This is an optimization exercise on Yosys and OpenROAD, whose aim is small area, a short achievable clock period and few clock cycles per item, not a production implementation.
RTL that was checked went through simulation tests only; none was proved equivalent to the original.

Design spuc_correlator, start of the top module:
module spuc_correlator (
    input  wire        clk,
    input  wire        rst,
    input  wire        in_valid,
    output reg         in_ready,
    input  wire [63:0] in_ref,
    input  wire [63:0] in_x,
    input  wire        in_neg,
    input  wire        in_last,
    output reg         out_valid,
    input  wire        out_ready,
    output reg  [63:0] out_corr,
    output reg         out_bit
);
==> flow/config.mk <==
export PLATFORM = sky130hd
export DESIGN_NAME = spuc_correlator
export DESIGN_NICKNAME = spuc_correlator
export VERILOG_FILES = /design/flow/design.v
export SDC_FILE = /design/flow/constraint.sdc
export NUM_CORES = 8
export LEC_CHECK = 0
export ABC_AREA = 1
export CAP_MARGIN = 20
export CORE_MARGIN = 2
export CORE_UTILIZATION = 35
export SLEW_MARGIN = 20
==> flow/constraint.sdc <==
create_clock -name core_clock -period 66.0 [get_ports {clk}]
set_input_delay 13.2000 -clock core_clock [delete_from_list [all_inputs] [get_ports {clk}]]
set_output_delay 13.2000 -clock core_clock [all_outputs]
set_load 0.01 [all_outputs]
standard.sh (not shown) runs the stock make flow with config.mk's settings and CLKGATE_MAP_FILE= SYNTH_SCRIPT=/design/flow/synth_recipe.tcl, a recipe that flattens the netlist after the stock synthesis.
==> flow/flow/run.sh <==
#!/bin/bash
# Standard synthesis and layout (the standard.sh, step by step), with two
# changes to how the layout is made; the clock, the constraints and all flow
# scripts are unchanged:
# - the port buffers that the placement step inserts are buf_4 cells;
# - the timing repair steps over-fix setup: they keep working on a path
#   until it has SETUP_SLACK_MARGIN ns of slack at the design's period.
# Each step's output goes to its own log file here.
set -euo pipefail
export SETUP_SLACK_MARGIN=51.6
export BUFFER_PORTS_ARGS="-buffer_cell sky130_fd_sc_hd__buf_4"
bash standard.sh synth > synth.log 2>&1
bash standard.sh floorplan > floorplan.log 2>&1
bash standard.sh place > place.log 2>&1
bash standard.sh cts > cts.log 2>&1
bash standard.sh route > route.log 2>&1
bash standard.sh finish > finish.log 2>&1
Testbench counts at the start, summed over its fixed seeds: cycles 17,807, items 17,761.
Then changed:
--- a/flow/design.v
+++ b/flow/design.v
@@ -4444,12 +4444,13 @@
     input  wire         st0,
     input  wire [10:0]  ef,
     input  wire         ovf0,
     input  wire         ovf1,
     output reg  [63:0]  y
 );
+    localparam [63:0] QNAN = 64'h7FF8000000000000;
     wire [106:0] pw  = {prod, 1'b0} >> l0;
     wire [54:0]  w   = pw[54:0];
     wire         sh1 = !uf & w[54];
     wire [52:0]  mant = sh1 ? w[54:2] : w[53:1];
     wire         g    = sh1 ? w[1] : w[0];
     wire         st   = st0 | (sh1 & w[0]);
@@ -4457,27 +4458,31 @@
     wire         ovf  = !uf & (sh1 ? ovf1 : ovf0);
     wire [10:0]  e1   = ef + {10'd0, sh1};
     wire [62:0]  pk   = uf ? {10'd0, mant} : {e1, mant[51:0]};
     wire [62:0]  res;
     wire         res_co;
     spuc_add #(63) u_rnd (.a(pk), .b(63'd0), .ci(rnd), .s(res), .co(res_co));
-    wire r_nan  = (cls == 2'd3);
-    wire r_inf  = (cls == 2'd2) || (cls == 2'd0 && ovf);
-    wire r_zero = (cls == 2'd1);
     always @* begin
-        y[63]    = !r_nan && sy;
-        y[62:52] = (r_nan || r_inf) ? 11'h7FF : r_zero ? 11'd0 : res[62:52];
-        y[51]    = r_nan || (!r_inf && !r_zero && res[51]);
-        y[50:0]  = (r_nan || r_inf || r_zero) ? 51'd0 : res[50:0];
+        if (cls == 2'd3)
+            y = QNAN;
+        else if (cls == 2'd2)
+            y = {sy, 11'h7FF, 52'd0};
+        else if (cls == 2'd1)
+            y = {sy, 63'd0};
+        else if (ovf)
+            y = {sy, 11'h7FF, 52'd0};
+        else
+            y = {sy, res};
     end
 endmodule
 module spuc_fadd (
     input  wire [63:0] a,
     input  wire [63:0] b,
     output reg  [63:0] y
 );
+    localparam [63:0] QNAN = 64'h7FF8000000000000;
     wire a_nan = (&a[62:52]) && (a[51:0] != 0);
     wire b_nan = (&b[62:52]) && (b[51:0] != 0);
     wire a_inf = (&a[62:52]) && (a[51:0] == 0);
     wire b_inf = (&b[62:52]) && (b[51:0] == 0);
     wire [62:0] cmp_s;
     wire        a_ge_b;
@@ -4519,21 +4524,25 @@
     wire        g    = sn[3];
     wire        st   = |sn[2:0];
     wire        rnd  = g & (st | mant[0]);
     wire [62:0] res;
     wire        res_co;
     spuc_add #(63) u_rnd (.a({fld, mant[51:0]}), .b(63'd0), .ci(rnd), .s(res), .co(res_co));
-    wire r_nan  = a_nan || b_nan || (a_inf && b_inf && sub);
-    wire r_inf  = !r_nan && (a_inf || b_inf || fld == 11'h7FF);
-    wire r_zero = !a_inf && !b_inf && (a[62:0] == b[62:0]) && (sub || a[62:0] == 63'd0);
-    wire r_sign = a_inf ? a[63] : b_inf ? b[63] : sp;
     always @* begin
-        y[63]    = !r_nan && r_sign && !(r_zero && sub);
-        y[62:52] = (r_nan || r_inf) ? 11'h7FF : r_zero ? 11'd0 : res[62:52];
-        y[51]    = r_nan || (!r_inf && !r_zero && res[51]);
-        y[50:0]  = (r_nan || r_inf || r_zero) ? 51'd0 : res[50:0];
+        if (a_nan || b_nan || (a_inf && b_inf && (a[63] != b[63])))
+            y = QNAN;
+        else if (a_inf)
+            y = a;
+        else if (b_inf)
+            y = b;
+        else if (sum == 57'd0)
+            y = {sub ? 1'b0 : sp, 63'd0};
+        else if (fld == 11'h7FF)
+            y = {sp, 11'h7FF, 52'd0};
+        else
+            y = {sp, res};
     end
 endmodule
 module spuc_add #(parameter W = 8) (
     input  wire [W-1:0] a,
     input  wire [W-1:0] b,
     input  wire         ci,
@@ -4673,19 +4682,19 @@
         s1_last <= s0_last;
         s1_v    <= s0_v && !rst;
     end
     reg  [63:0] acc;
     reg         fresh, done;
     wire [63:0] sum;
-    wire        start = s1_v && fresh;
-    spuc_fadd u_add (.a(acc & {64{!start}}), .b(s1_p), .y(sum));
+    spuc_fadd u_add (.a(acc), .b(s1_p), .y(sum));
+    wire [63:0] first = (s1_p[62:0] == 63'd0) ? 64'd0 : s1_p;
     wire move = done && !out_valid;
     wire acc_nan = (&acc[62:52]) && (acc[51:0] != 0);
     wire acc_gt0 = !acc[63] && (acc[62:0] != 0) && !acc_nan;
     always @(posedge clk) begin
-        acc <= sum;
+        acc <= (s1_v && fresh) ? first : sum;
         if (rst) begin
             out_corr  <= 64'd0;
             out_bit   <= 1'b0;
             fresh     <= 1'b1;
             done      <= 1'b0;
             out_valid <= 1'b0;
Effect:
- first-iteration DRC count goes up by 4.4%
- via count came out higher by 2.4%
- count of clock-buffer cells in the layout decreases by 1
- die area went up by 0.59%
- non-clock buffer count rises by 27
- design area grows by 0.84%
- utilization hardly moves
- critical path depth stays the same
No functional check of the RTL was part of the second run of this note.


spuc_correlator, a different RTL version from the one above (not shown whole).
For scale: ~15,000 cells after synthesis, about 460 flip-flops, ~200 I/O pins, about 100,000 sq um of cells after synthesis.
==> module spuc_fmul_b, before the edit <==
module spuc_fmul_b (
    input  wire [105:0] prod,
    input  wire         sy,
    input  wire [1:0]   cls,
    input  wire         uf,
    input  wire [6:0]   l0,
    input  wire         st0,
    input  wire [10:0]  ef,
    input  wire         ovf0,
    input  wire         ovf1,
    output reg  [63:0]  y
);
    wire [106:0] pw  = {prod, 1'b0} >> l0;
    wire [54:0]  w   = pw[54:0];
    wire         sh1 = !uf & w[54];
    wire [52:0]  mant = sh1 ? w[54:2] : w[53:1];
    wire         g    = sh1 ? w[1] : w[0];
    wire         st   = st0 | (sh1 & w[0]);
    wire         rnd  = g & (st | mant[0]);
    wire         ovf  = !uf & (sh1 ? ovf1 : ovf0);
    wire [10:0]  e1   = ef + {10'd0, sh1};
    wire [62:0]  pk   = uf ? {10'd0, mant} : {e1, mant[51:0]};
    wire [62:0]  res;
    wire         res_co;
    spuc_addbk #(63) u_rnd (.a(pk), .b(63'd0), .ci(rnd), .s(res), .co(res_co));
    wire r_nan  = (cls == 2'd3);
    wire r_inf  = (cls == 2'd2) || (cls == 2'd0 && ovf);
    wire r_zero = (cls == 2'd1);
    always @* begin
        y[63]    = !r_nan && sy;
        y[62:52] = (r_nan || r_inf) ? 11'h7FF : r_zero ? 11'd0 : res[62:52];
        y[51]    = r_nan || (!r_inf && !r_zero && res[51]);
        y[50:0]  = (r_nan || r_inf || r_zero) ? 51'd0 : res[50:0];
    end
endmodule
Settings: LEC_CHECK=0, ABC_AREA=1, CAP_MARGIN=20, CELL_PAD_IN_SITES_DETAIL_PLACEMENT=1, CELL_PAD_IN_SITES_GLOBAL_PLACEMENT=2, CORE_MARGIN=2, CORE_UTILIZATION=35, CTS_CLUSTER_DIAMETER=80, CTS_CLUSTER_SIZE=40, PLACE_DENSITY=0.5, SLEW_MARGIN=20; clock period 66.0 ns.
==> flow/flow/run.sh <==
#!/bin/bash
# Standard synthesis and layout (the standard.sh, step by step), with two
# changes to how the layout is made; the clock, the constraints and all flow
# scripts are unchanged:
# - the port buffers that the placement step inserts are buf_4 cells;
# - the timing repair steps over-fix setup: they keep working on a path
#   until it has SETUP_SLACK_MARGIN ns of slack at the design's period.
# Each step's output goes to its own log file here.
set -euo pipefail
export SETUP_SLACK_MARGIN=51.45
export BUFFER_PORTS_ARGS="-buffer_cell sky130_fd_sc_hd__buf_4"
bash standard.sh synth > synth.log 2>&1
bash standard.sh floorplan > floorplan.log 2>&1
bash standard.sh place > place.log 2>&1
bash standard.sh cts > cts.log 2>&1
bash standard.sh route > route.log 2>&1
bash standard.sh finish > finish.log 2>&1
The baseline finished with timing, DRC and antenna clean.
Rerun with:
--- a/flow/design.v
+++ b/flow/design.v
@@ -3069,9 +3069,9 @@
     wire [10:0]  e1   = ef + {10'd0, sh1};
     wire [62:0]  pk   = uf ? {10'd0, mant} : {e1, mant[51:0]};
     wire [62:0]  res;
     wire         res_co;
-    spuc_addbk #(63) u_rnd (.a(pk), .b(63'd0), .ci(rnd), .s(res), .co(res_co));
+    spuc_add #(63) u_rnd (.a(pk), .b(63'd0), .ci(rnd), .s(res), .co(res_co));
     wire r_nan  = (cls == 2'd3);
     wire r_inf  = (cls == 2'd2) || (cls == 2'd0 && ovf);
     wire r_zero = (cls == 2'd1);
     always @* begin
Result:
- final area decreases slightly
- wire length increases slightly
- flip-flop and latch count stays the same
- area after synthesis decreases slightly
- final cell count decreases slightly
- worst hold slack gets better by 0.0031 ns
- first-iteration DRC count increases by a few percent
- global-route usage increases by 1.0 points
Testbench counts after the change, summed over its fixed seeds: cycles 17,833, items 17,761.
No functional check of the RTL was part of the first run of this note.

==> separate check: timing with driven ports <==
In the flow no input, the clock included, has a driving cell. The finished layouts below were timed again as built, in two steps.
Step 1 (the two cells are an assumption about what drives the block):
set clk [get_ports {clk}]
set_driving_cell -lib_cell sky130_fd_sc_hd__clkbuf_16 $clk
set_driving_cell -lib_cell sky130_fd_sc_hd__buf_2 [delete_from_list [all_inputs] $clk]
Step 2, shift: input delay + t, output delay - t, t = (earliest + latest rising clock arrival at the registers) / 2. This alone moves slack from input paths to output paths.
a / b / c = no drivers / after step 1 / after step 2; a / b = the first two.
| run | t (ns) | setup slack, ns | hold slack, ns | worst slew at a driven data input, ns | cell pins on the clock port's net |
|---|---|---|---|---|---|
| the first run of note 1 | 0.790 | 51.521 / 51.422 / 51.497 | 0.339 / 0.339 / 0.339 | 0.09 | 1 |
| the second run of note 1 | 0.826 | 51.583 / 51.493 / 51.240 | 0.329 / 0.329 / 0.329 | 0.09 | 1 |
| the first run of note 2 | 0.897 | 51.496 / 51.373 / 51.265 | 0.334 / 0.334 / 0.334 | 0.08 | 1 |
| the second run of note 2 | 0.904 | 51.489 / 51.371 / 51.586 | 0.337 / 0.337 / 0.337 | 0.10 | 1 |
After both steps every run listed still meets setup and hold. For the second run of note 1, which loses most, drivers alone change the setup slack by -0.090 ns; drivers and shift together by -0.343 ns.
